Background: an optimization exercise with open tools, aiming at small area. Do not read the settings as production practice. Only simulation tests tie the RTL to the original design; equivalence was not proved. The clock input has no modelled driver; a real chip could not lean on it and would need a root buffer or a full tree. Power is estimated from default activity; no workload was simulated.

[flow/design.v]
module owb_slave (
    input  wire        clk,
    input  wire        por,             
    input  wire        line_in,         
    input  wire [63:0] identity,        
    output wire        line_drive_low
);
    localparam [1:0] P_WAIT    = 2'd0;
    localparam [1:0] P_SLOT    = 2'd1;
    localparam [1:0] P_RSTPOLL = 2'd3;
    localparam [1:0] P_RSTSEQ  = 2'd2;
    localparam [2:0] M_IDLE  = 3'd0;    
    localparam [2:0] M_DC    = 3'd1;    
    localparam [2:0] M_RXA   = 3'd2;    
    localparam [2:0] M_RXB   = 3'd3;    
    localparam [2:0] M_DB    = 3'd4;    
    localparam [2:0] M_DA    = 3'd5;    
    localparam [2:0] M_REP   = 3'd6;    
    reg [1:0] ph;
    reg [7:0] t;
    reg [2:0] m;
    reg [5:0] cur;
    wire b;                             
    wire er    = m[2];                         
    wire armed = er & (b ^ (m != M_DB));    
    wire t0   = (t[4:0] == 5'd0);               
    wire t28  = t[4] & t[3] & t[2];             
    wire t198 = t[7] & t[6] & t[2] & t[1];      
    wire tz   = (t == 8'd0);                    
    wire tpr  = t[7] | t[6] | t[5] | t[4];      
    wire t164 = t[7] & t[5] & t[2];             
    assign line_drive_low = ((ph == P_SLOT) & t[7]) | ((ph == P_RSTSEQ) & tpr);
    reg [1:0] n_ph;
    reg [7:0] n_t;
    reg       ev_wbit, wbit, ev_rearm;
    always @(*) begin
        n_ph     = ph;
        n_t      = t + 1'b1;
        ev_wbit  = 1'b0;
        wbit     = 1'b0;
        ev_rearm = 1'b0;
        case (ph)
            P_WAIT: begin
                n_t     = {armed, 5'd0, t[0] & ~line_in, line_in};
                if (t[1]) begin
                    if (!armed && er) begin
                        ev_rearm = 1'b1;                  
                        if (!line_in) n_ph = P_RSTPOLL;
                    end else begin
                        if (!line_in) n_ph = P_SLOT;
                    end
                end
            end
            P_SLOT: begin
                if (line_in) n_t[1:0] = 2'b01;
                if (t28) begin
                    n_t[7] = 1'b0;
                    n_ph = line_in ? P_WAIT : P_RSTPOLL;
                    if (t[7]) ev_rearm = 1'b1;            
                    else       ev_wbit  = 1'b1;           
                end else if (line_in) begin
                    n_ph = P_WAIT;
                    if (!t0) begin
                        ev_wbit = 1'b1;                   
                        wbit    = 1'b1;
                    end
                end
            end
            P_RSTPOLL: begin
                if (t198) begin                           
                    n_t      = {6'd0, line_in, 1'b0};
                    n_ph     = P_RSTSEQ;
                end else if (line_in) begin
                    n_ph = P_WAIT;
                    n_t[1:0] = 2'b01;
                end
            end
            default: begin  
                if (tz) n_t = {6'd0, line_in, 1'b0};
                if (t164) begin
                    n_ph = P_WAIT;
                    n_t[0] = 1'b0;      
                end
            end
        endcase
    end
    reg [2:0] n_m;
    reg [5:0] n_cur;
    wire [2:0] bi = cur[2:0];
    always @(*) begin
        n_m   = m;
        n_cur = cur;
        if (ph == P_RSTSEQ)
            n_cur = 6'd56;
        else if (ev_wbit || (ev_rearm && m == M_REP))
            n_cur = cur + 1'b1;
        if (ev_wbit) begin
            case (m)
                M_RXA, M_RXB: begin
                    if (bi == 3'd0)
                        n_m = wbit ? M_RXA : M_RXB;
                    else if (wbit != ((m == M_RXA) ? ~bi[1] : bi[2]))
                        n_m = M_IDLE;
                    else if (bi == 3'd7)
                        n_m = (m == M_RXA) ? M_REP : M_DA;
                end
                M_DC: begin
                    if (wbit != b || cur == 6'd63)
                        n_m = M_IDLE;                     
                    else
                        n_m = M_DA;
                end
                default: ;
            endcase
        end
        if (ev_rearm) begin
            case (m)
                M_REP: if (cur == 6'd63) n_m = M_IDLE;
                M_DA:  n_m = M_DB;
                M_DB:  n_m = M_DC;
                default: ;
            endcase
        end
        if (ph == P_RSTSEQ) n_m = M_RXA;
    end
    owb_idmux u_idmux (
        .d   (identity),
        .sln (~(8'd1 << cur[2:0])),
        .hi  (cur[5:3]),
        .b   (b)
    );
    always @(posedge clk) begin
        if (por) begin
            ph   <= P_WAIT;
            m    <= M_IDLE;
            t[1:0] <= 2'b00;
        end else begin
            ph   <= n_ph;
            m    <= n_m;
            t[1:0] <= n_t[1:0];
        end
        t[7:2] <= n_t[7:2];
        cur <= n_cur;
    end
endmodule
module owb_idmux (
    input  wire [63:0] d,
    input  wire [7:0]  sln,
    input  wire [2:0]  hi,
    output wire        b
);
    wire [7:0] g;
    genvar i;
    generate
        for (i = 0; i < 8; i = i + 1) begin : grp
            assign g[i] = &(d[8*i +: 8] | sln);
        end
    endgenerate
    assign b = g[hi];
endmodule
[flow/flow/run.sh]
#!/bin/bash
# Own layout flow: the standard ORFS flow (standard.sh) with these changes.
# - The identity multiplexer (module owb_idmux) is taken from the hand-mapped
#   gate-level netlist flow/idmux_gl.v instead of being synthesised from the RTL.
# - Synthesis is synth_recipe.tcl unchanged except for its abc call
#   (flow/synth.tcl): ABC maps the design with each area-only script in
#   flow/abc_scripts.txt and the smallest mapping is kept. Yosys's adder
#   extraction is off (ADDER_MAP_FILE empty), so ABC maps the counters too.
# - The port buffers are buf_1 cells.
# - Clock tree synthesis uses clkbuf_4 buffers and adds no dummy loads; then
#   flow/post_cts.tcl removes the root buffer, which drives only the two leaf
#   buffers, so that the clock port drives them, and makes each leaf buffer
#   driving more than 10 clock pins a clkbuf_8.
# Logs: subst.log, flow_make.log (all of make's and ORFS's output) and ORFS's
# own per-step logs under orfs/logs.
set -euo pipefail
W=$PWD
export OWB_WORK_DIR=$W
export OWB_FLOW_DIR=$W/flow
python3 flow/subst.py design.v flow/idmux_gl.v > design_own.v 2> subst.log
export BUFFER_PORTS_ARGS="-buffer_cell sky130_fd_sc_hd__buf_1"
export CTS_ARGS="${OWB_CTS_ARGS:--repair_clock_nets -buf_list sky130_fd_sc_hd__clkbuf_4 -root_buf sky130_fd_sc_hd__clkbuf_4 -dont_use_dummy_load}"
export POST_CTS_TCL=$W/flow/post_cts.tcl
bash standard.sh VERILOG_FILES=$W/design_own.v SYNTH_SCRIPT=$W/flow/synth.tcl ADDER_MAP_FILE= finish > flow_make.log 2>&1
[flow/flow/abc_scripts.txt]
strash; dc2; &get -n; &dch; &nf -a -R 1000; &put; topo
strash; &get -n; &dch -f; &nf -a -R 1000; &put; topo
strash; &get -n; &fraig -x; &dc2; &dch -f; &nf -a -R 2000; &put; topo
strash; dch; map -a; topo
strash; dc2; &get -n; &dch; &nf -a -R 1000; &put; strash; dc2; &get -n; &dch; &nf -a -R 1000; &put; topo
strash; balance; rewrite; refactor; balance; rewrite; rewrite -z; balance; refactor -z; rewrite -z; balance; &get -n; &dch -f; &nf -a -R 1000; &put; topo
strash; dch; amap; topo
strash; dc2; dch -f; amap; topo
strash; dc2; &get -n; &dch; &nf -a -R 1000; &put; strash; dc2; &get -n; &dch; &nf -a -R 1000; &put; strash; dc2; &get -n; &dch; &nf -a -R 1000; &put; topo
strash; dc2; &get -n; &dch; &nf -a -R 1000; &put; strash; dc2; &get -n; &dch; &nf -a -R 1000; &put; strash; dc2; &get -n; &dch; &nf -a -R 1000; &put; strash; dc2; &get -n; &dch; &nf -a -R 1000; &put; topo
strash; dc2; &get -n; &dch; &nf -a -R 1000; &put; strash; &get -n; &dch -f; &nf -a -R 1000; &put; topo
strash; &get -n; &dch -f; &nf -a -R 1000; &put; strash; dc2; &get -n; &dch; &nf -a -R 1000; &put; topo
strash; dc2; &get -n; &dch; &nf -a -R 1000; &put; strash; dc2; &get -n; &dch; &nf -a -R 1000; &put; strash; dc2; &get -n; &dch; &nf -a -R 1000; &put; strash; dc2; &get -n; &dch; &nf -a -R 1000; &put; strash; dc2; &get -n; &dch; &nf -a -R 1000; &put; strash; dc2; &get -n; &dch; &nf -a -R 1000; &put; topo
strash; &get -n; &dch -f; &nf -a -R 1000; &put; strash; &get -n; &dch -f; &nf -a -R 1000; &put; strash; &get -n; &dch -f; &nf -a -R 1000; &put; strash; &get -n; &dch -f; &nf -a -R 1000; &put; topo
strash; dc2; &get -n; &dch -x; &nf -a -R 1000; &put; strash; dc2; &get -n; &dch -x; &nf -a -R 1000; &put; strash; dc2; &get -n; &dch -x; &nf -a -R 1000; &put; strash; dc2; &get -n; &dch -x; &nf -a -R 1000; &put; topo
strash; dc2; &get -n; &dch; &nf -a -R 1000; &put; strash; &get -n; &dch -f; &nf -a -R 1000; &put; strash; dc2; &get -n; &dch; &nf -a -R 1000; &put; strash; &get -n; &dch -f; &nf -a -R 1000; &put; topo
strash; &get -n; &synch2; &nf -a -R 1000; &put; strash; dc2; &get -n; &dch; &nf -a -R 1000; &put; strash; dc2; &get -n; &dch; &nf -a -R 1000; &put; strash; dc2; &get -n; &dch; &nf -a -R 1000; &put; topo
strash; dc2; &get -n; &dch; &nf -a -R 1000; &put; strash; dc2; &get -n; &dch; &nf -a -R 1000; &put; strash; dc2; &get -n; &dch; &nf -a -R 1000; &put; strash; dc2; &get -n; &dch; &nf -a -R 1000; &put; strash; &get -n; &dch -f; &nf -a -R 1000; &put; topo
strash; dc2; &get -n; &dch; &nf -a -R 2000 -C 24; &put; strash; dc2; &get -n; &dch; &nf -a -R 1000; &put; strash; dc2; &get -n; &dch; &nf -a -R 1000; &put; strash; dc2; &get -n; &dch; &nf -a -R 1000; &put; topo
strash; dc2; &get -n; &dch; &nf -a -R 1000; &put; mfs3 -a; topo
strash; dc2; &get -n; &dch; &nf -a -R 1000; &put; strash; dc2; &get -n; &dch; &nf -a -R 1000; &put; strash; dc2; &get -n; &dch; &nf -a -R 1000; &put; strash; dc2; &get -n; &dch; &nf -a -R 1000; &put; mfs3 -a; topo
strash; &get -n; &synch2; &nf -a -R 1000; &put; strash; dc2; &get -n; &dch; &nf -a -R 1000; &put; strash; dc2; &get -n; &dch; &nf -a -R 1000; &put; strash; dc2; &get -n; &dch; &nf -a -R 1000; &put; mfs3 -a; topo
strash; dc2; &get -n; &dch; &nf -a -R 1000; &put; strash; dc2; &get -n; &dch; &nf -a -R 1000; &put; strash; dc2; &get -n; &dch; &nf -a -R 1000; &put; strash; dc2; &get -n; &dch; &nf -a -R 1000; &put; mfs3 -ae -H 5 -R 4; topo
strash; &get -n; &synch2; &nf -a -R 1000; &put; strash; dc2; &get -n; &dch; &nf -a -R 1000; &put; strash; dc2; &get -n; &dch; &nf -a -R 1000; &put; strash; dc2; &get -n; &dch; &nf -a -R 1000; &put; mfs3 -ae -H 5 -R 4; topo
strash; dc2; &get -n; &dch; &nf -a -R 1000; &put; mfs3 -ae -H 5 -R 4; strash; dc2; &get -n; &dch; &nf -a -R 1000; &put; mfs3 -ae -H 5 -R 4; strash; dc2; &get -n; &dch; &nf -a -R 1000; &put; mfs3 -ae -H 5 -R 4; topo
strash; dc2; &get -n; &dch; &nf -a -R 1000; &put; strash; dc2; &get -n; &dch; &nf -a -R 1000; &put; strash; dc2; &get -n; &dch; &nf -a -R 1000; &put; strash; dc2; &get -n; &dch; &nf -a -R 1000; &put; mfs3 -ae -K 8 -H 6 -R 4; topo
[flow/flow/idmux_gl.v]
// Gate-level owb_idmux: b = identity bit {hi, j} where sln[j] == 0.
// Each byte is the AND over its bits of (d | sln), four o22ai and a nor4;
// the byte results go through two mux4 and a mux2.
module owb_idmux (
    input  wire [63:0] d,
    input  wire [7:0]  sln,
    input  wire [2:0]  hi,
    output wire        b
);
    wire [7:0] g;
    wire [31:0] p;
    wire [1:0] h;
    sky130_fd_sc_hd__o22ai_1 oa0 (.A1(d[0]), .A2(sln[0]), .B1(d[1]), .B2(sln[1]), .Y(p[0]));
    sky130_fd_sc_hd__o22ai_1 oa1 (.A1(d[2]), .A2(sln[2]), .B1(d[3]), .B2(sln[3]), .Y(p[1]));
    sky130_fd_sc_hd__o22ai_1 oa2 (.A1(d[4]), .A2(sln[4]), .B1(d[5]), .B2(sln[5]), .Y(p[2]));
    sky130_fd_sc_hd__o22ai_1 oa3 (.A1(d[6]), .A2(sln[6]), .B1(d[7]), .B2(sln[7]), .Y(p[3]));
    sky130_fd_sc_hd__nor4_1 nr0 (.A(p[0]), .B(p[1]), .C(p[2]), .D(p[3]), .Y(g[0]));
    sky130_fd_sc_hd__o22ai_1 oa4 (.A1(d[8]), .A2(sln[0]), .B1(d[9]), .B2(sln[1]), .Y(p[4]));
    sky130_fd_sc_hd__o22ai_1 oa5 (.A1(d[10]), .A2(sln[2]), .B1(d[11]), .B2(sln[3]), .Y(p[5]));
    sky130_fd_sc_hd__o22ai_1 oa6 (.A1(d[12]), .A2(sln[4]), .B1(d[13]), .B2(sln[5]), .Y(p[6]));
    sky130_fd_sc_hd__o22ai_1 oa7 (.A1(d[14]), .A2(sln[6]), .B1(d[15]), .B2(sln[7]), .Y(p[7]));
    sky130_fd_sc_hd__nor4_1 nr1 (.A(p[4]), .B(p[5]), .C(p[6]), .D(p[7]), .Y(g[1]));
    sky130_fd_sc_hd__o22ai_1 oa8 (.A1(d[16]), .A2(sln[0]), .B1(d[17]), .B2(sln[1]), .Y(p[8]));
    sky130_fd_sc_hd__o22ai_1 oa9 (.A1(d[18]), .A2(sln[2]), .B1(d[19]), .B2(sln[3]), .Y(p[9]));
    sky130_fd_sc_hd__o22ai_1 oa10 (.A1(d[20]), .A2(sln[4]), .B1(d[21]), .B2(sln[5]), .Y(p[10]));
    sky130_fd_sc_hd__o22ai_1 oa11 (.A1(d[22]), .A2(sln[6]), .B1(d[23]), .B2(sln[7]), .Y(p[11]));
    sky130_fd_sc_hd__nor4_1 nr2 (.A(p[8]), .B(p[9]), .C(p[10]), .D(p[11]), .Y(g[2]));
    sky130_fd_sc_hd__o22ai_1 oa12 (.A1(d[24]), .A2(sln[0]), .B1(d[25]), .B2(sln[1]), .Y(p[12]));
    sky130_fd_sc_hd__o22ai_1 oa13 (.A1(d[26]), .A2(sln[2]), .B1(d[27]), .B2(sln[3]), .Y(p[13]));
    sky130_fd_sc_hd__o22ai_1 oa14 (.A1(d[28]), .A2(sln[4]), .B1(d[29]), .B2(sln[5]), .Y(p[14]));
    sky130_fd_sc_hd__o22ai_1 oa15 (.A1(d[30]), .A2(sln[6]), .B1(d[31]), .B2(sln[7]), .Y(p[15]));
    sky130_fd_sc_hd__nor4_1 nr3 (.A(p[12]), .B(p[13]), .C(p[14]), .D(p[15]), .Y(g[3]));
    sky130_fd_sc_hd__o22ai_1 oa16 (.A1(d[32]), .A2(sln[0]), .B1(d[33]), .B2(sln[1]), .Y(p[16]));
    sky130_fd_sc_hd__o22ai_1 oa17 (.A1(d[34]), .A2(sln[2]), .B1(d[35]), .B2(sln[3]), .Y(p[17]));
    sky130_fd_sc_hd__o22ai_1 oa18 (.A1(d[36]), .A2(sln[4]), .B1(d[37]), .B2(sln[5]), .Y(p[18]));
    sky130_fd_sc_hd__o22ai_1 oa19 (.A1(d[38]), .A2(sln[6]), .B1(d[39]), .B2(sln[7]), .Y(p[19]));
    sky130_fd_sc_hd__nor4_1 nr4 (.A(p[16]), .B(p[17]), .C(p[18]), .D(p[19]), .Y(g[4]));
    sky130_fd_sc_hd__o22ai_1 oa20 (.A1(d[40]), .A2(sln[0]), .B1(d[41]), .B2(sln[1]), .Y(p[20]));
    sky130_fd_sc_hd__o22ai_1 oa21 (.A1(d[42]), .A2(sln[2]), .B1(d[43]), .B2(sln[3]), .Y(p[21]));
    sky130_fd_sc_hd__o22ai_1 oa22 (.A1(d[44]), .A2(sln[4]), .B1(d[45]), .B2(sln[5]), .Y(p[22]));
    sky130_fd_sc_hd__o22ai_1 oa23 (.A1(d[46]), .A2(sln[6]), .B1(d[47]), .B2(sln[7]), .Y(p[23]));
    sky130_fd_sc_hd__nor4_1 nr5 (.A(p[20]), .B(p[21]), .C(p[22]), .D(p[23]), .Y(g[5]));
    sky130_fd_sc_hd__o22ai_1 oa24 (.A1(d[48]), .A2(sln[0]), .B1(d[49]), .B2(sln[1]), .Y(p[24]));
    sky130_fd_sc_hd__o22ai_1 oa25 (.A1(d[50]), .A2(sln[2]), .B1(d[51]), .B2(sln[3]), .Y(p[25]));
    sky130_fd_sc_hd__o22ai_1 oa26 (.A1(d[52]), .A2(sln[4]), .B1(d[53]), .B2(sln[5]), .Y(p[26]));
    sky130_fd_sc_hd__o22ai_1 oa27 (.A1(d[54]), .A2(sln[6]), .B1(d[55]), .B2(sln[7]), .Y(p[27]));
    sky130_fd_sc_hd__nor4_1 nr6 (.A(p[24]), .B(p[25]), .C(p[26]), .D(p[27]), .Y(g[6]));
    sky130_fd_sc_hd__o22ai_1 oa28 (.A1(d[56]), .A2(sln[0]), .B1(d[57]), .B2(sln[1]), .Y(p[28]));
    sky130_fd_sc_hd__o22ai_1 oa29 (.A1(d[58]), .A2(sln[2]), .B1(d[59]), .B2(sln[3]), .Y(p[29]));
    sky130_fd_sc_hd__o22ai_1 oa30 (.A1(d[60]), .A2(sln[4]), .B1(d[61]), .B2(sln[5]), .Y(p[30]));
    sky130_fd_sc_hd__o22ai_1 oa31 (.A1(d[62]), .A2(sln[6]), .B1(d[63]), .B2(sln[7]), .Y(p[31]));
    sky130_fd_sc_hd__nor4_1 nr7 (.A(p[28]), .B(p[29]), .C(p[30]), .D(p[31]), .Y(g[7]));
    sky130_fd_sc_hd__mux4_1 mx0 (.A0(g[0]), .A1(g[1]), .A2(g[2]), .A3(g[3]), .S0(hi[0]), .S1(hi[1]), .X(h[0]));
    sky130_fd_sc_hd__mux4_1 mx1 (.A0(g[4]), .A1(g[5]), .A2(g[6]), .A3(g[7]), .S0(hi[0]), .S1(hi[1]), .X(h[1]));
    sky130_fd_sc_hd__mux2_1 mx2 (.A0(h[0]), .A1(h[1]), .S(hi[2]), .X(b));
endmodule
[flow/flow/post_cts.tcl]
set block [ord::get_db_block]
set clk_net [$block findNet clk]
proc owb_out_net {inst} {
  foreach it [$inst getITerms] {
    if {[$it isOutputSignal]} { return [$it getNet] }
  }
  return "NULL"
}
proc owb_sinks {net} {
  set l {}
  if {$net eq "NULL"} { return $l }
  foreach s [$net getITerms] {
    if {[$s isInputSignal]} { lappend l $s }
  }
  return $l
}
set roots {}
set leaves {}
foreach inst [$block getInsts] {
  if {![string match sky130_fd_sc_hd__clkbuf_* [[$inst getMaster] getName]]} { continue }
  set root 0
  foreach it [$inst getITerms] {
    if {[$it isInputSignal] && [$it getNet] eq $clk_net} { set root 1 }
  }
  if {$root} { lappend roots $inst } else { lappend leaves $inst }
}
foreach inst $leaves {
  set fanout [llength [owb_sinks [owb_out_net $inst]]]
  if {$fanout > 10} {
    puts "post_cts.tcl: [$inst getName] (fanout $fanout) -> sky130_fd_sc_hd__clkbuf_8"
    replace_cell [get_cells [$inst getName]] sky130_fd_sc_hd__clkbuf_8
  }
}
foreach inst $roots {
  set net [owb_out_net $inst]
  set sinks [owb_sinks $net]
  set ok [expr {[llength $sinks] <= 4}]
  foreach s $sinks {
    set m [[[$s getInst] getMaster] getName]
    if {![string match sky130_fd_sc_hd__clkbuf_* $m]} { set ok 0 }
  }
  if {!$ok} { continue }
  puts "post_cts.tcl: removing root buffer [$inst getName]; clk drives [llength $sinks] leaf buffers"
  foreach s $sinks {
    $s disconnect
    $s connect $clk_net
  }
  foreach it [$inst getITerms] { $it disconnect }
  odb::dbInst_destroy $inst
  odb::dbNet_destroy $net
}
detailed_placement
check_placement -verbose
[flow/flow/subst.py]
#!/usr/bin/env python3
"""Print design.v (argv[1]) with its module owb_idmux replaced by the gate-level one in argv[2]."""
import re
import sys

src = open(sys.argv[1]).read()
gl = open(sys.argv[2]).read()
m = re.search(r"^\s*module\s+owb_idmux\b.*?^\s*endmodule\b", src, re.S | re.M)
if not m:
    sys.exit("subst.py: no module owb_idmux in " + sys.argv[1])
sys.stdout.write(src[: m.start()] + "\n" + src[m.end():] + "\n" + gl)
[flow/flow/synth.tcl]
# The standard flow's synthesis script (synth_recipe.tcl, sourced unchanged) with its
# technology mapping done by ABC with area-only scripts in place of ORFS's:
# each script in flow/abc_scripts.txt (one per line) maps the design, and
# the mapping with the smallest cell area is kept. The -script, -D and
# -constr arguments ORFS gives abc are dropped; the liberty and dont_use
# arguments are kept. ABC can abort on some inputs, which would end the
# whole synthesis, so each script is first tried in a separate Yosys run
# on a copy of the design (log: owb_abc_try_N.log) and skipped if that fails.
proc abc {args} {
  set keep {}
  set libs {}
  set i 0
  while {$i < [llength $args]} {
    set a [lindex $args $i]
    if {$a in {-script -D -constr}} { incr i 2; continue }
    if {$a eq "-liberty"} { lappend libs [lindex $args [expr {$i + 1}]] }
    lappend keep $a
    incr i
  }
  set w $::env(OWB_WORK_DIR)
  set f [open $::env(OWB_FLOW_DIR)/abc_scripts.txt r]
  set scripts [split [string trim [read $f]] "\n"]
  close $f
  set statargs {}
  foreach l $libs { lappend statargs -liberty $l }
  set yosys_exe yosys
  if {[info exists ::env(YOSYS_EXE)] && $::env(YOSYS_EXE) ne ""} { set yosys_exe $::env(YOSYS_EXE) }
  yosys design -save owb_pre_abc
  yosys write_rtlil $w/owb_pre_abc.il
  set best_area -1
  set n 0
  foreach s $scripts {
    incr n
    set sf $w/owb_abc_$n.script
    set g [open $sf w]
    puts $g $s
    close $g
    set tf $w/owb_abc_try_$n.ys
    set g [open $tf w]
    puts $g "read_rtlil $w/owb_pre_abc.il"
    puts $g "abc -script $sf $keep"
    close $g
    if {[catch {exec $yosys_exe -q -l $w/owb_abc_try_$n.log -s $tf >& /dev/null} err]} {
      puts "abc script $n ($s): failed in its trial run, skipped"
      continue
    }
    yosys design -load owb_pre_abc
    yosys abc -script $sf {*}$keep
    yosys opt_clean
    set out [yosys tee -q -s result.string stat {*}$statargs]
    set area -1
    regexp {Chip area for module[^:]*:\s*([0-9.]+)} $out -> area
    puts "abc script $n ($s): area $area"
    if {$area >= 0 && ($best_area < 0 || $area < $best_area)} {
      set best_area $area
      yosys design -save owb_best_abc
    }
  }
  yosys design -load owb_best_abc
  puts "abc: kept the mapping of area $best_area"
}
source $::env(OWB_WORK_DIR)/synth_recipe.tcl
[flow/standard.sh]
#!/bin/bash
# synth_recipe.tcl (not shown) runs the flow's synth.tcl, then flattens the netlist and writes it again
# the make line also repeats each setting of config.mk as NAME=value (left out here)
make -C /OpenROAD-flow-scripts/flow DESIGN_CONFIG=/design/flow/config.mk WORK_HOME=/design/flow/orfs CLKGATE_MAP_FILE= SYNTH_SCRIPT=/design/flow/synth_recipe.tcl "${@:-finish}"
[flow/config.mk]
export PLATFORM = sky130hd
export DESIGN_NAME = owb_slave
export DESIGN_NICKNAME = owb_slave
export VERILOG_FILES = /design/flow/design.v
export SDC_FILE = /design/flow/constraint.sdc
export NUM_CORES = 4
export LEC_CHECK = 0
export ABC_AREA = 1
export CAP_MARGIN = 20
export CORE_MARGIN = 2
export CORE_UTILIZATION = 40
export SLEW_MARGIN = 20
[flow/constraint.sdc]
create_clock -name core_clock -period 10.0 [get_ports {clk}]
set_input_delay 2.0000 -clock core_clock [delete_from_list [all_inputs] [get_ports {clk}]]
set_output_delay 2.0000 -clock core_clock [all_outputs]
set_load 0.01 [all_outputs]
==> reports/qor.csv, run 1 <==
metric,value,unit
cell count after synthesis,183,
"Data arrival, critical path",4730,ps
Die Y,61.88,um
type of the worst min-delay path,register to register,
FP Rows,21,
status,finished clean,
Area growth syn-to-layout,24.65,%
die width,61.88,um
Syn Std Cell Area,0.001340,sq mm
"Avg Cell Area, Syn",7.323,sq um
GP Congestion,0.8745,
TritonRoute pass-1 iters,4,
element type at the critical path start,input port,
number of antenna diodes,0,
pwr/cell area,89.88,mW/mm^2
leakage,0.5211,nW
first-pass GRT wire length,6693,um
sequential area share after synthesis,28.38,%
TNS Setup,0,ps
core box area,0.003284,sq mm
number of fill cells,370,
drt initial violations,167,
final setup fails,0,
overall power,0.0001501,W
"Slew Viols, Final",0,
fmax,215.3,MHz
CP Class,input port to register,
largest net degree at the start of global routing,12,
Hold WS,521.9,ps
Ports,68,
total number of vias,1683,
clk latency of the worst-skew pair,150,ps
dpl ws,5226,ps
clk_skew,15.84,ps
# nets final,321,
layout cells sized above 1,0.7937,%
Util after Layout,50.86,%
Slew Limit Headroom,51.43,%
critical path's largest stage delay,500,ps
Peak VDD IR,0.06215,mV
total grt overflow,0,
Clock transition at path regs,70,ps
Netlist cell types,31,
I/O Buffers,67,
Initial Util,40.80,%
DIE AREA,0.003829,sq mm
Total GRT Usage,23.15,%
syn_nets,250,
worst path cell trace,"buf_1, o22ai_1, nor4_1, mux4_1, mux2_1, xnor2_1, o32ai_1, a41o_1, and2_0, nand3_1, o21ai_0, a21o_1",
Worst Setup End Kind,register,
routed length per instance,13.49,um
Crit Path Max Fanout,4,
final WL,4020,um
initial antenna violation count,0,
min cycle time layout,4645,ps
dpl hpwl,3186,um
clock sink total,19,
number of global-route vias before repair,1497,
yosys warns,1,
Worst Slack Setup Final,5355,ps
max-cap viol count,0,
final cycle utilization of the critical path,46.45,%
synthesis-stage register bit count,19,
Post-DRT Antenna Nets,0,
Slew @ Worst Pin,721.0,ps
Critical-path top delay cell,mux4_1,
CP required,10090,ps
DRC,0,
RSZ-0062 raised after global routing,no,
Vias per Instance,5.648,
endpoints failing hold,0,
-- cells in the mapped netlist (all sizes together) --
cell type,count,area (sq um)
mux4,2,52.55
and2,3,18.77
a22oi,2,15.01
nand4,4,25.02
nand2,17,63.81
a211oi,3,22.52
o211ai,1,7.510
nor3,5,25.02
o2111ai,1,8.760
a21oi,10,50.05
nor2b,3,18.77
a41o,1,10.01
mux2,1,11.26
xnor2,3,26.28
nand3b,3,22.52
clkinv,6,22.52
a31oi,1,6.260
xor2,3,26.28
or3,1,6.260
nand3,10,50.05
o22ai,32,200.2
and3,2,12.51
nor2,18,67.56
nor4,11,68.82
nand2b,2,12.51
dfxtp,19,380.4
a21o,2,15.01
o21a,1,7.510
o31ai,1,7.510
o32ai,1,8.760
o21ai,14,70.07
-- path summary, 6_finish.rpt --
path,start,slack (ps),cells after the start,to
min reg2reg,t[4]$_DFF_P_,520,2,t[4]$_DFF_P_
max reg2reg,cur[0]$_SDFFE_PP0P_,6180,13,cur[5]$_SDFFE_PP1P_
max,identity[12],5350,12,cur[5]$_SDFFE_PP1P_
min,t[4]$_DFF_P_,520,2,t[4]$_DFF_P_
-- stage by stage --
stage                     std cells  instance area, sq um
after detailed placement        296                  1649
after floorplan                 183                  1340
after global routing            298                  1670
final                           298                  1670
after global placement          296                  1649
-- worst max-delay path: cells and delay by family --
kind | cells | cell delay, ps
xor gates and xnor gates | 1 | 170
and+or+nand+nor | 3 | 490
muxes | 2 | 840
buffers and inverters | 1 | 70
AOI/OAI and AO/OA | 5 | 1150
-- sequential cells by signal, summed over array words and instances (netlist names) --
| register | cells |
|---|---|
| t | 8 |
| ph | 2 |
| m | 3 |
| cur | 6 |
-- power by group --
part	internal (W)	switching (W)
clock network	0.0000139	0.0000184
logic	0.0000192	0.0000177
registers	0.0000775	0.00000355
total	0.000111	0.0000396
-- routing by layer --
layer	vias up	track usage [%]	wire length, um
met4	0	2.128	6
met1	778	34.63	1985
met5	-	0	0
met2	39	36.09	1849
met3	2	4.141	179
li1	864	-	-
-- logic make-up (layout without fill, tap and decap cells) --
family          Yosys count  in the layout  share of synthesized area [%]
simple gates             79             79                          29.22
flops                    19             19                          28.38
buf+inv                   6             75                          1.681
compound gates           70             70                          32.03
xor+xnor                  6              6                          3.922
mux                       3              3                          4.762
-- final cells by class --
type                            count  area, sq um  share of cell area, %
Multi-Input combinational cell    158        937.1                  56.10
Sequential cell                    19        380.4                  22.77
Tap cell                           46        57.56                  3.446
Clock buffer                        2        21.27                  1.273
Inverter                            6        22.52                  1.348
Timing Repair Buffer               67        251.5                  15.06
-- placed cells by master (no fill, tap or decap), drive strengths merged --
| cell | netlist | layout |
|---|---|---|
| a211oi | 3 | 3 |
| a21o | 2 | 2 |
| a21oi | 10 | 10 |
| a22oi | 2 | 2 |
| a31oi | 1 | 1 |
| a41o | 1 | 1 |
| and2 | 3 | 3 |
| and3 | 2 | 2 |
| buf | 0 | 67 |
| clkbuf | 0 | 2 |
| clkinv | 6 | 6 |
| dfxtp | 19 | 19 |
| mux2 | 1 | 1 |
| mux4 | 2 | 2 |
| nand2 | 17 | 17 |
| nand2b | 2 | 2 |
| nand3 | 10 | 10 |
| nand3b | 3 | 3 |
| nand4 | 4 | 4 |
| nor2 | 18 | 18 |
| nor2b | 3 | 3 |
| nor3 | 5 | 5 |
| nor4 | 11 | 11 |
| o2111ai | 1 | 1 |
| o211ai | 1 | 1 |
| o21a | 1 | 1 |
| o21ai | 14 | 14 |
| o22ai | 32 | 32 |
| o31ai | 1 | 1 |
| o32ai | 1 | 1 |
| or3 | 1 | 1 |
| xnor2 | 3 | 3 |
| xor2 | 3 | 3 |
==> run 2, diff against run 1 <==
--- a/flow/flow/abc_scripts.txt
+++ b/flow/flow/abc_scripts.txt
@@ -24,3 +24,9 @@
 strash; &get -n; &synch2; &nf -a -R 1000; &put; strash; dc2; &get -n; &dch; &nf -a -R 1000; &put; strash; dc2; &get -n; &dch; &nf -a -R 1000; &put; strash; dc2; &get -n; &dch; &nf -a -R 1000; &put; mfs3 -ae -H 5 -R 4; topo
 strash; dc2; &get -n; &dch; &nf -a -R 1000; &put; mfs3 -ae -H 5 -R 4; strash; dc2; &get -n; &dch; &nf -a -R 1000; &put; mfs3 -ae -H 5 -R 4; strash; dc2; &get -n; &dch; &nf -a -R 1000; &put; mfs3 -ae -H 5 -R 4; topo
 strash; dc2; &get -n; &dch; &nf -a -R 1000; &put; strash; dc2; &get -n; &dch; &nf -a -R 1000; &put; strash; dc2; &get -n; &dch; &nf -a -R 1000; &put; strash; dc2; &get -n; &dch; &nf -a -R 1000; &put; mfs3 -ae -K 8 -H 6 -R 4; topo
+strash; &get -n; &deepsyn -I 20 -J 20 -S 0; &put; strash; dc2; &get -n; &dch; &nf -a -R 1000; &put; strash; dc2; &get -n; &dch; &nf -a -R 1000; &put; strash; dc2; &get -n; &dch; &nf -a -R 1000; &put; mfs3 -ae -H 5 -R 4; topo
+strash; &get -n; &deepsyn -I 20 -J 20 -S 1; &put; strash; dc2; &get -n; &dch; &nf -a -R 1000; &put; strash; dc2; &get -n; &dch; &nf -a -R 1000; &put; strash; dc2; &get -n; &dch; &nf -a -R 1000; &put; mfs3 -ae -H 5 -R 4; topo
+strash; &get -n; &deepsyn -I 20 -J 20 -S 2; &put; strash; dc2; &get -n; &dch; &nf -a -R 1000; &put; strash; dc2; &get -n; &dch; &nf -a -R 1000; &put; strash; dc2; &get -n; &dch; &nf -a -R 1000; &put; mfs3 -ae -H 5 -R 4; topo
+strash; &get -n; &deepsyn -I 20 -J 20 -S 3; &put; strash; dc2; &get -n; &dch; &nf -a -R 1000; &put; strash; dc2; &get -n; &dch; &nf -a -R 1000; &put; strash; dc2; &get -n; &dch; &nf -a -R 1000; &put; mfs3 -ae -H 5 -R 4; topo
+strash; &get -n; &deepsyn -I 20 -J 20; &put; strash; &get -n; &synch2; &nf -a -R 1000; &put; strash; dc2; &get -n; &dch; &nf -a -R 1000; &put; strash; dc2; &get -n; &dch; &nf -a -R 1000; &put; mfs3 -ae -H 5 -R 4; topo
+strash; &get -n; &deepsyn -I 40 -J 20 -S 5; &put; strash; dc2; &get -n; &dch; &nf -a -R 1000; &put; strash; dc2; &get -n; &dch; &nf -a -R 1000; &put; strash; dc2; &get -n; &dch; &nf -a -R 1000; &put; mfs3 -ae -H 5 -R 4; topo
==> reports/qor.csv, run 2 <==
metric,value,unit,change
Hold Crit Start,t[6]$_DFF_P_,,
Worst Setup End Kind,register,,
Vias per Instance,5.864,,+3.8%
min cycle time layout,4560,ps,-84.89 ps
"Data arrival, critical path",4570,ps,-160 ps
Post-synth EDFFs,0,,unchanged
FP Rows,20,,-4.8%
sequential area share after synthesis,29.09,%,+0.71 points
"commonest non-fill, non-tap cells in the layout","buf_1 (67), o22ai_1 (35), nor2_1 (21)",,
final cycle utilization of the critical path,45.60,%,-0.85 points
Area growth syn-to-layout,25.07,%,
dpl ws,5315,ps,+89.14 ps
Ports,68,,unchanged
total grt overflow,0,,unchanged
Post-synth ARST share,0,%,unchanged
core box area,0.003078,sq mm,-6.3%
GR Layer Usage met1,35.17,%,+0.54 points
Crit Path Max Fanout,4,,unchanged
Initial Util,42.48,%,+1.7 points
CP required,10010,ps,-80 ps
leakage,0.5045,nW,-3.2%
endpoints failing hold,0,,unchanged
drt initial violations,114,,-32%
max-cap viol count,0,,unchanged
Clock transition at path regs,70,ps,about the same
fmax,219.3,MHz,+1.9%
Die Y,61.18,um,-1.1%
dpl hpwl,3421,um,+7.4%
dpl cell area,0.001614,sq mm,-2.1%
grt peak-use layer,met2,,
"Avg Cell Area, Syn",7.224,sq um,-1.3%
Synth area leaders,"dfxtp_1 (29%), o22ai_1 (17%), nor2_1 (6.0%)",,
TritonRoute pass-1 iters,5,,+1
"Slew Viols, Final",0,,unchanged
layout cells sized above 1,0.8000,%,+0.0063 points
status,finished clean,,
I/O Buffers,67,,unchanged
type of the worst min-delay path,register to register,,
synthesis-stage register bit count,19,,unchanged
max reg flops,8,,unchanged
pwr/cell area,110.4,mW/mm^2,+23%
first-pass GRT wire length,7127,um,+6.5%
RSZ-0062 raised after global routing,no,,
total number of vias,1724,,+2.4%
clk_skew,25.11,ps,+9.271 ps
met2 global-route usage,38.45,%,+2.4 points
top register by number of flip-flops,t,,
largest net degree at the start of global routing,13,,+1
number of fill cells,319,,-14%
Peak VDD IR,0.09205,mV,+48%
element type at the critical path start,input port,,
initial antenna violation count,0,,unchanged
Total GRT Usage,24.47,%,+1.3 points
Util after Layout,53.13,%,+2.3 points
Netlist cell types,28,,-9.7%
Regs by FF count,"t (8), cur (6), m (3)",,
top-count cell post-synth,o22ai_1,,
DRC,0,,unchanged
syn_nets,248,,-0.80%
clock sink total,19,,unchanged
number of global-route vias before repair,1645,,+9.9%
DIE AREA,0.003742,sq mm,-2.3%
M3 GR Usage,5.042,%,+0.90 points
"area leader, netlist",dfxtp_1,,
CP Class,input port to register,,
TNS Setup,0,ps,unchanged
Worst Slack Setup Final,5440,ps,+84.89 ps
final setup fails,0,,unchanged
final non-filler cell area,0.001635,sq mm,-2.1%
clk latency of the worst-skew pair,150,ps,about the same
routed length per instance,14.19,um,+5.2%
die width,61.18,um,-1.1%
R2R cell count,15,,+2
Post-DRT Antenna Nets,0,,unchanged
cell count after synthesis,181,,-1.1%
final WL,4173,um,+3.8%
GP Congestion,0.8263,,-5.5%
"Top FF cell, synth",dfxtp_1,,
Storage cell area,380.4,sq um,unchanged
Hold Path Stages,1,,-1
number of antenna diodes,0,,unchanged
Worst Setup SP,identity[32],,
synth cell count leaders,"o22ai_1 (35), nor2_1 (21), nand2_1 (20), dfxtp_1 (19), a21oi_1 (13)",,
yosys warns,1,,unchanged
multi-input combinational cell area,900.9,sq um,-3.9%
# nets final,319,,-0.62%
Yosys top cell area share,29.09,%,+0.71 points
Slew Limit Headroom,67.93,%,+17 points
Slew @ Worst Pin,478.1,ps,-242.8 ps
Syn Std Cell Area,0.001308,sq mm,-2.4%
"commonest non-fill, non-tap cell in the layout",buf_1,,
worst r2r src,cur[0]$_SDFFE_PP0P_,,
[run 2: cell count changes after synthesis, sizes merged, moves of 3 or more]
cell   previous run  this run
a21oi            10        13
nand3            10         7
nand2            17        20
o21ai            14         6
nor2             18        21
o22ai            32        35
[run 2: routing by layer]
layer | up-vias | wire length, um
li1 | 851 | -
met1 | 792 | 1900
met2 | 79 | 1953
met3 | 2 | 309
met4 | 0 | 10
met5 | - | 0
[run 2: report_power, final]
group | internal (W) | switching, W | leakage, nW
combinational | 0.0000312 | 0.0000336 | 0.339
clock | 0.0000139 | 0.0000183 | 0.0118
sequential | 0.0000784 | 0.00000504 | 0.154
[run 2: kinds of logic after synthesis]
kind of cell | after synthesis | synth area share (%)
flip-flops | 19 | 29.09
XOR/XNOR | 5 | 3.349
multiplexers | 3 | 4.880
AO/OA/AOI/OAI | 63 | 29.38
AND/OR/NAND/NOR | 84 | 31.29
buffers and inverters | 7 | 2.010
[run 2: worst paths after layout]
path	slack, ps	endpoint
max	5440	cur[5]$_SDFFE_PP1P_
min	520	t[6]$_DFF_P_
max reg2reg	6240	cur[5]$_SDFFE_PP1P_
min reg2reg	520	t[6]$_DFF_P_
[run 2: critical path, stage by stage]
cell	delay, ps
buf_1	80
o22ai_1	170
nor4_1	90
mux4_1	490
mux2_1	360
xnor2_1	210
o21ai_0	110
nand2_1	140
nor2_1	60
a21oi_1	280
nor2_1	150
and3_1	230
xnor2_1	150
nand2_1	60
[run 2: metrics by stage]
step	cells	total power, W	hold slack (ps)
global route	294	0.0001926	539.8
floorplan	181	0.0001273	470.3
global placement	292	0.0001477	499.3
detailed placement	292	0.0001487	505.8
finish	294	0.0001805	516.9
[run 2: final cells by class]
type	instances	share of cell area, %
multi-input combinational	155	55.09
sequential	19	23.26
tap	44	3.366
timing repair buffer	67	15.38
clock buffer	2	1.301
inverter	7	1.607
==> run 3, diff against run 2 <==
--- a/flow/flow/run.sh
+++ b/flow/flow/run.sh
@@ -3,9 +3,10 @@
 # - The identity multiplexer (module owb_idmux) is taken from the hand-mapped
 #   gate-level netlist flow/idmux_gl.v instead of being synthesised from the RTL.
 # - Synthesis is synth_recipe.tcl unchanged except for its abc call
-#   (flow/synth.tcl): ABC maps the design with each area-only script in
-#   flow/abc_scripts.txt and the smallest mapping is kept. Yosys's adder
-#   extraction is off (ADDER_MAP_FILE empty), so ABC maps the counters too.
+#   (flow/synth.tcl): each area-only ABC script in flow/abc_scripts.txt maps
+#   a copy of the design, and the one giving the smallest area maps the
+#   design itself. Yosys's adder extraction is off (ADDER_MAP_FILE empty),
+#   so ABC maps the counters too.
 # - The port buffers are buf_1 cells.
 # - Clock tree synthesis uses clkbuf_4 buffers and adds no dummy loads; then
 #   flow/post_cts.tcl removes the root buffer, which drives only the two leaf
--- a/flow/flow/abc_scripts.txt
+++ b/flow/flow/abc_scripts.txt
@@ -25,8 +25,15 @@
 strash; dc2; &get -n; &dch; &nf -a -R 1000; &put; mfs3 -ae -H 5 -R 4; strash; dc2; &get -n; &dch; &nf -a -R 1000; &put; mfs3 -ae -H 5 -R 4; strash; dc2; &get -n; &dch; &nf -a -R 1000; &put; mfs3 -ae -H 5 -R 4; topo
 strash; dc2; &get -n; &dch; &nf -a -R 1000; &put; strash; dc2; &get -n; &dch; &nf -a -R 1000; &put; strash; dc2; &get -n; &dch; &nf -a -R 1000; &put; strash; dc2; &get -n; &dch; &nf -a -R 1000; &put; mfs3 -ae -K 8 -H 6 -R 4; topo
 strash; &get -n; &deepsyn -I 20 -J 20 -S 0; &put; strash; dc2; &get -n; &dch; &nf -a -R 1000; &put; strash; dc2; &get -n; &dch; &nf -a -R 1000; &put; strash; dc2; &get -n; &dch; &nf -a -R 1000; &put; mfs3 -ae -H 5 -R 4; topo
-strash; &get -n; &deepsyn -I 20 -J 20 -S 1; &put; strash; dc2; &get -n; &dch; &nf -a -R 1000; &put; strash; dc2; &get -n; &dch; &nf -a -R 1000; &put; strash; dc2; &get -n; &dch; &nf -a -R 1000; &put; mfs3 -ae -H 5 -R 4; topo
-strash; &get -n; &deepsyn -I 20 -J 20 -S 2; &put; strash; dc2; &get -n; &dch; &nf -a -R 1000; &put; strash; dc2; &get -n; &dch; &nf -a -R 1000; &put; strash; dc2; &get -n; &dch; &nf -a -R 1000; &put; mfs3 -ae -H 5 -R 4; topo
+strash; &get -n; &deepsyn -I 20 -J 20 -S 0; &put; strash; dc2; &get -n; &dch; &nf -a -R 1000; &put; strash; dc2; &get -n; &dch; &nf -a -R 1000; &put; strash; dc2; &get -n; &dch; &nf -a -R 1000; &put; mfs3 -ae -H 5 -R 4; mfs3 -ae -H 5 -R 4; topo
+strash; &get -n; &deepsyn -I 20 -J 20 -S 57; &put; strash; dc2; &get -n; &dch; &nf -a -R 1000; &put; strash; dc2; &get -n; &dch; &nf -a -R 1000; &put; strash; dc2; &get -n; &dch; &nf -a -R 1000; &put; mfs3 -ae -H 5 -R 4; topo
+strash; &get -n; &deepsyn -I 20 -J 20 -S 57; &put; strash; dc2; &get -n; &dch; &nf -a -R 1000; &put; strash; dc2; &get -n; &dch; &nf -a -R 1000; &put; strash; dc2; &get -n; &dch; &nf -a -R 1000; &put; mfs3 -ae -H 5 -R 4; mfs3 -ae -H 5 -R 4; topo
 strash; &get -n; &deepsyn -I 20 -J 20 -S 3; &put; strash; dc2; &get -n; &dch; &nf -a -R 1000; &put; strash; dc2; &get -n; &dch; &nf -a -R 1000; &put; strash; dc2; &get -n; &dch; &nf -a -R 1000; &put; mfs3 -ae -H 5 -R 4; topo
+strash; &get -n; &deepsyn -I 20 -J 20 -S 3; &put; strash; dc2; &get -n; &dch; &nf -a -R 1000; &put; strash; dc2; &get -n; &dch; &nf -a -R 1000; &put; strash; dc2; &get -n; &dch; &nf -a -R 1000; &put; mfs3 -ae -H 5 -R 4; mfs3 -ae -H 5 -R 4; topo
+strash; &get -n; &deepsyn -I 20 -J 20 -S 88; &put; strash; dc2; &get -n; &dch; &nf -a -R 1000; &put; strash; dc2; &get -n; &dch; &nf -a -R 1000; &put; strash; dc2; &get -n; &dch; &nf -a -R 1000; &put; mfs3 -ae -H 5 -R 4; topo
+strash; &get -n; &deepsyn -I 20 -J 20 -S 88; &put; strash; dc2; &get -n; &dch; &nf -a -R 1000; &put; strash; dc2; &get -n; &dch; &nf -a -R 1000; &put; strash; dc2; &get -n; &dch; &nf -a -R 1000; &put; mfs3 -ae -H 5 -R 4; mfs3 -ae -H 5 -R 4; topo
+strash; &get -n; &deepsyn -I 20 -J 20 -S 42; &put; strash; dc2; &get -n; &dch; &nf -a -R 1000; &put; strash; dc2; &get -n; &dch; &nf -a -R 1000; &put; strash; dc2; &get -n; &dch; &nf -a -R 1000; &put; mfs3 -ae -H 5 -R 4; topo
+strash; &get -n; &deepsyn -I 20 -J 20 -S 42; &put; strash; dc2; &get -n; &dch; &nf -a -R 1000; &put; strash; dc2; &get -n; &dch; &nf -a -R 1000; &put; strash; dc2; &get -n; &dch; &nf -a -R 1000; &put; mfs3 -ae -H 5 -R 4; mfs3 -ae -H 5 -R 4; topo
+strash; &get -n; &deepsyn -I 20 -J 20 -S 23; &put; strash; dc2; &get -n; &dch; &nf -a -R 1000; &put; strash; dc2; &get -n; &dch; &nf -a -R 1000; &put; strash; dc2; &get -n; &dch; &nf -a -R 1000; &put; mfs3 -ae -H 5 -R 4; topo
+strash; &get -n; &deepsyn -I 20 -J 20 -S 23; &put; strash; dc2; &get -n; &dch; &nf -a -R 1000; &put; strash; dc2; &get -n; &dch; &nf -a -R 1000; &put; strash; dc2; &get -n; &dch; &nf -a -R 1000; &put; mfs3 -ae -H 5 -R 4; mfs3 -ae -H 5 -R 4; topo
 strash; &get -n; &deepsyn -I 20 -J 20; &put; strash; &get -n; &synch2; &nf -a -R 1000; &put; strash; dc2; &get -n; &dch; &nf -a -R 1000; &put; strash; dc2; &get -n; &dch; &nf -a -R 1000; &put; mfs3 -ae -H 5 -R 4; topo
-strash; &get -n; &deepsyn -I 40 -J 20 -S 5; &put; strash; dc2; &get -n; &dch; &nf -a -R 1000; &put; strash; dc2; &get -n; &dch; &nf -a -R 1000; &put; strash; dc2; &get -n; &dch; &nf -a -R 1000; &put; mfs3 -ae -H 5 -R 4; topo
==> flow/flow/synth.tcl (replaced) <==
# The standard flow's synthesis script (synth_recipe.tcl, sourced unchanged) with its
# technology mapping done by ABC with area-only scripts in place of ORFS's:
# each script in flow/abc_scripts.txt (one per line) maps a copy of the
# design in a separate Yosys run (log owb_abc_try_N.log, area in
# owb_abc_area_N.txt), and the script whose mapping has the smallest cell
# area then maps the design itself (ABC is deterministic, so it gives the
# same mapping). A script that makes ABC abort is skipped. The -script, -D
# and -constr arguments ORFS gives abc are dropped; the liberty and dont_use
# arguments are kept.
proc abc {args} {
  set keep {}
  set libs {}
  set i 0
  while {$i < [llength $args]} {
    set a [lindex $args $i]
    if {$a in {-script -D -constr}} { incr i 2; continue }
    if {$a eq "-liberty"} { lappend libs [lindex $args [expr {$i + 1}]] }
    lappend keep $a
    incr i
  }
  set w $::env(OWB_WORK_DIR)
  set f [open $::env(OWB_FLOW_DIR)/abc_scripts.txt r]
  set scripts [split [string trim [read $f]] "\n"]
  close $f
  set statargs {}
  foreach l $libs { lappend statargs -liberty $l }
  set yosys_exe yosys
  if {[info exists ::env(YOSYS_EXE)] && $::env(YOSYS_EXE) ne ""} { set yosys_exe $::env(YOSYS_EXE) }
  yosys write_rtlil $w/owb_pre_abc.il
  set best_area -1
  set best_sf ""
  set n 0
  foreach s $scripts {
    incr n
    set sf $w/owb_abc_$n.script
    set g [open $sf w]
    puts $g $s
    close $g
    set af $w/owb_abc_area_$n.txt
    set tf $w/owb_abc_try_$n.ys
    set g [open $tf w]
    puts $g "read_rtlil $w/owb_pre_abc.il"
    puts $g "abc -script $sf $keep"
    puts $g "opt_clean"
    puts $g "tee -o $af stat $statargs"
    close $g
    if {[catch {exec $yosys_exe -q -l $w/owb_abc_try_$n.log -s $tf >& /dev/null} err]} {
      puts "abc script $n ($s): failed in its trial run, skipped"
      continue
    }
    set g [open $af r]
    set out [read $g]
    close $g
    set area -1
    regexp {Chip area for module[^:]*:\s*([0-9.]+)} $out -> area
    puts "abc script $n ($s): area $area"
    if {$area >= 0 && ($best_area < 0 || $area < $best_area)} {
      set best_area $area
      set best_sf $sf
    }
  }
  puts "abc: mapping with $best_sf (area $best_area)"
  yosys abc -script $best_sf {*}$keep
  yosys opt_clean
  set out [yosys tee -q -s result.string stat {*}$statargs]
  set area -1
  regexp {Chip area for module[^:]*:\s*([0-9.]+)} $out -> area
  puts "abc: area of the kept mapping $area"
}
source $::env(OWB_WORK_DIR)/synth_recipe.tcl
==> reports/qor.csv, run 3 <==
metric,value,unit,change
initial antenna violation count,0,,unchanged
final cycle utilization of the critical path,45.60,%,unchanged
min cycle time layout,4560,ps,unchanged
top register by number of flip-flops,t,,
number of antenna diodes,0,,unchanged
Slew Limit Headroom,67.93,%,unchanged
Storage cell area,380.4,sq um,unchanged
"commonest non-fill, non-tap cells in the layout","buf_1 (67), o22ai_1 (35), nor2_1 (21)",,
top-count cell post-synth,o22ai_1,,
Clock transition at path regs,70,ps,about the same
DRC,0,,unchanged
endpoints failing hold,0,,unchanged
TNS Setup,0,ps,unchanged
number of global-route vias before repair,1645,,unchanged
"commonest non-fill, non-tap cell in the layout",buf_1,,
element type at the critical path start,input port,,
Worst Setup End Kind,register,,
dpl ws,5315,ps,unchanged
clk latency of the worst-skew pair,150,ps,about the same
clock sink total,19,,unchanged
"area leader, netlist",dfxtp_1,,
Total GRT Usage,24.47,%,unchanged
total number of vias,1724,,unchanged
core box area,0.003078,sq mm,unchanged
routed length per instance,14.19,um,unchanged
placed cell count,292,,unchanged
pwr/cell area,110.4,mW/mm^2,unchanged
"Data arrival, critical path",4570,ps,about the same
type of the worst min-delay path,register to register,,
TritonRoute pass-1 iters,5,,unchanged
CP Class,input port to register,,
Crit Path Max Fanout,4,,unchanged
DIE AREA,0.003742,sq mm,unchanged
syn_nets,248,,unchanged
total grt overflow,0,,unchanged
Synth area leaders,"dfxtp_1 (29%), o22ai_1 (17%), nor2_1 (6.0%)",,
CP required,10010,ps,about the same
Worst Slack Setup Final,5440,ps,unchanged
yosys warns,1,,unchanged
drt initial violations,114,,unchanged
"Top FF cell, synth",dfxtp_1,,
layout cells sized above 1,0.8000,%,unchanged
Slew @ Worst Pin,478.1,ps,unchanged
# nets final,319,,unchanged
RSZ-0062 raised after global routing,no,,
sequential area share after synthesis,29.09,%,unchanged
I/O Buffers,67,,unchanged
cell count after synthesis,181,,unchanged
leakage,0.5045,nW,unchanged
Initial Util,42.48,%,unchanged
GP Congestion,0.8263,,unchanged
final WL,4173,um,unchanged
largest net degree at the start of global routing,13,,unchanged
fmax,219.3,MHz,unchanged
synth cell count leaders,"o22ai_1 (35), nor2_1 (21), nand2_1 (20), dfxtp_1 (19), a21oi_1 (13)",,
die width,61.18,um,unchanged
Netlist cell types,28,,unchanged
Hold Path Stages,1,,unchanged
Area growth syn-to-layout,25.07,%,unchanged
Ports,68,,unchanged
max-cap viol count,0,,unchanged
Die Y,61.18,um,unchanged
Post-DRT Antenna Nets,0,,unchanged
Peak VDD IR,0.09205,mV,unchanged
Syn Std Cell Area,0.001308,sq mm,unchanged
FP Rows,20,,unchanged
R2R cell count,15,,unchanged
overall power,0.0001805,W,unchanged
Regs by FF count,"t (8), cur (6), m (3)",,
Yosys top cell area share,29.09,%,unchanged
dpl hpwl,3421,um,unchanged
"Slew Viols, Final",0,,unchanged
number of fill cells,319,,unchanged
multi-input combinational cell area,900.9,sq um,unchanged
final instance count without filler cells,294,,unchanged
clk_skew,25.11,ps,unchanged
first-pass GRT wire length,7127,um,unchanged
final setup fails,0,,unchanged
"Avg Cell Area, Syn",7.224,sq um,unchanged
synthesis-stage register bit count,19,,unchanged
max reg flops,8,,unchanged
Vias per Instance,5.864,,unchanged
Post-synth ARST share,0,%,unchanged
Post-synth EDFFs,0,,unchanged
status,finished clean,,
==> run 3: cell counts after synthesis <==
Identical to the previous run, type by type.
==> run 3: final timing paths <==
check,slack [ps],from,end
worst max-delay path,5440,identity[32],cur[5]$_SDFFE_PP1P_
worst min-delay path,520,t[6]$_DFF_P_,t[6]$_DFF_P_
worst max register to register,6240,cur[0]$_SDFFE_PP0P_,cur[5]$_SDFFE_PP1P_
worst min register to register,520,t[6]$_DFF_P_,t[6]$_DFF_P_
==> run 3: power breakdown <==
group	total [W]	switching [W]	internal, W
clock	0.0000322	0.0000183	0.0000139
sequential	0.0000834	0.00000504	0.0000784
combinational	0.0000649	0.0000336	0.0000312
total	0.000180	0.0000570	0.000123
==> run 3: cell families after synthesis <==
family,count (synthesis),synth area share (%)
simple gates,84,31.29
compound gates,63,29.38
flops,19,29.09
buf+inv,7,2.010
xor+xnor,5,3.349
mux,3,4.880
==> run 3: critical path, cell delays in order <==
cell	delay [ps]
buf_1	80
o22ai_1	170
nor4_1	90
mux4_1	490
mux2_1	360
xnor2_1	210
o21ai_0	110
nand2_1	140
nor2_1	60
a21oi_1	280
nor2_1	150
and3_1	230
xnor2_1	150
nand2_1	60
==> run 3: layout make-up <==
| cell class | instances | area share, % |
|---|---|---|
| multi-input combinational | 155 | 55.09 |
| timing repair buffer | 67 | 15.38 |
| clock buffer | 2 | 1.301 |
| inverter | 7 | 1.607 |
| tap | 44 | 3.366 |
| sequential | 19 | 23.26 |
==> run 3: layer usage <==
layer | up-vias | routed length [um] | GRT usage [%]
li1 | 851 | - | -
met1 | 792 | 1900 | 35.17
met3 | 2 | 309 | 5.042
met5 | - | 0 | 0
met2 | 79 | 1953 | 38.45
met4 | 0 | 10 | 4.037
==> run 3: metrics by stage <==
step	hold slack, ps	util (%)	cell area (sq um)
final	516.9	53.13	1635
after global routing	539.8	53.13	1635
after detailed placement	505.8	52.44	1614
after global placement	499.3	52.44	1614
after floorplan	470.3	-	1308

[what the ideal ports hide]
In the flow no input, the clock included, has a driving cell. The finished layouts below were timed again as built, in two steps. Step 1: set_driving_cell puts a clkbuf_16 on clk and a buf_2 on each other input, an assumption about the parent block. Step 2, shift: input delay + t, output delay - t, t = (earliest + latest rising clock arrival at the registers) / 2. This alone moves slack from input paths to output paths. Three values: ideal ports, drivers, drivers and shift; two values: the first two.
| run | t (ns) | setup WS [ns] | worst setup path after step 2 | worst data-port slew with drivers (ns) | pins driven straight from the clock port |
|---|---|---|---|---|---|
| run 1 | 0.169 | 5.355 / 5.352 / 5.183 | input to register | 0.04 | 2 |
| run 2 | 0.169 | 5.440 / 5.446 / 5.276 | input to register | 0.04 | 2 |
| run 3 | 0.169 | 5.440 / 5.446 / 5.276 | input to register | 0.04 | 2 |
After both steps setup and hold are still met in every run listed. The setup slack of run 1, which loses most, moves by -0.003 ns with the drivers and by -0.172 ns with both steps.
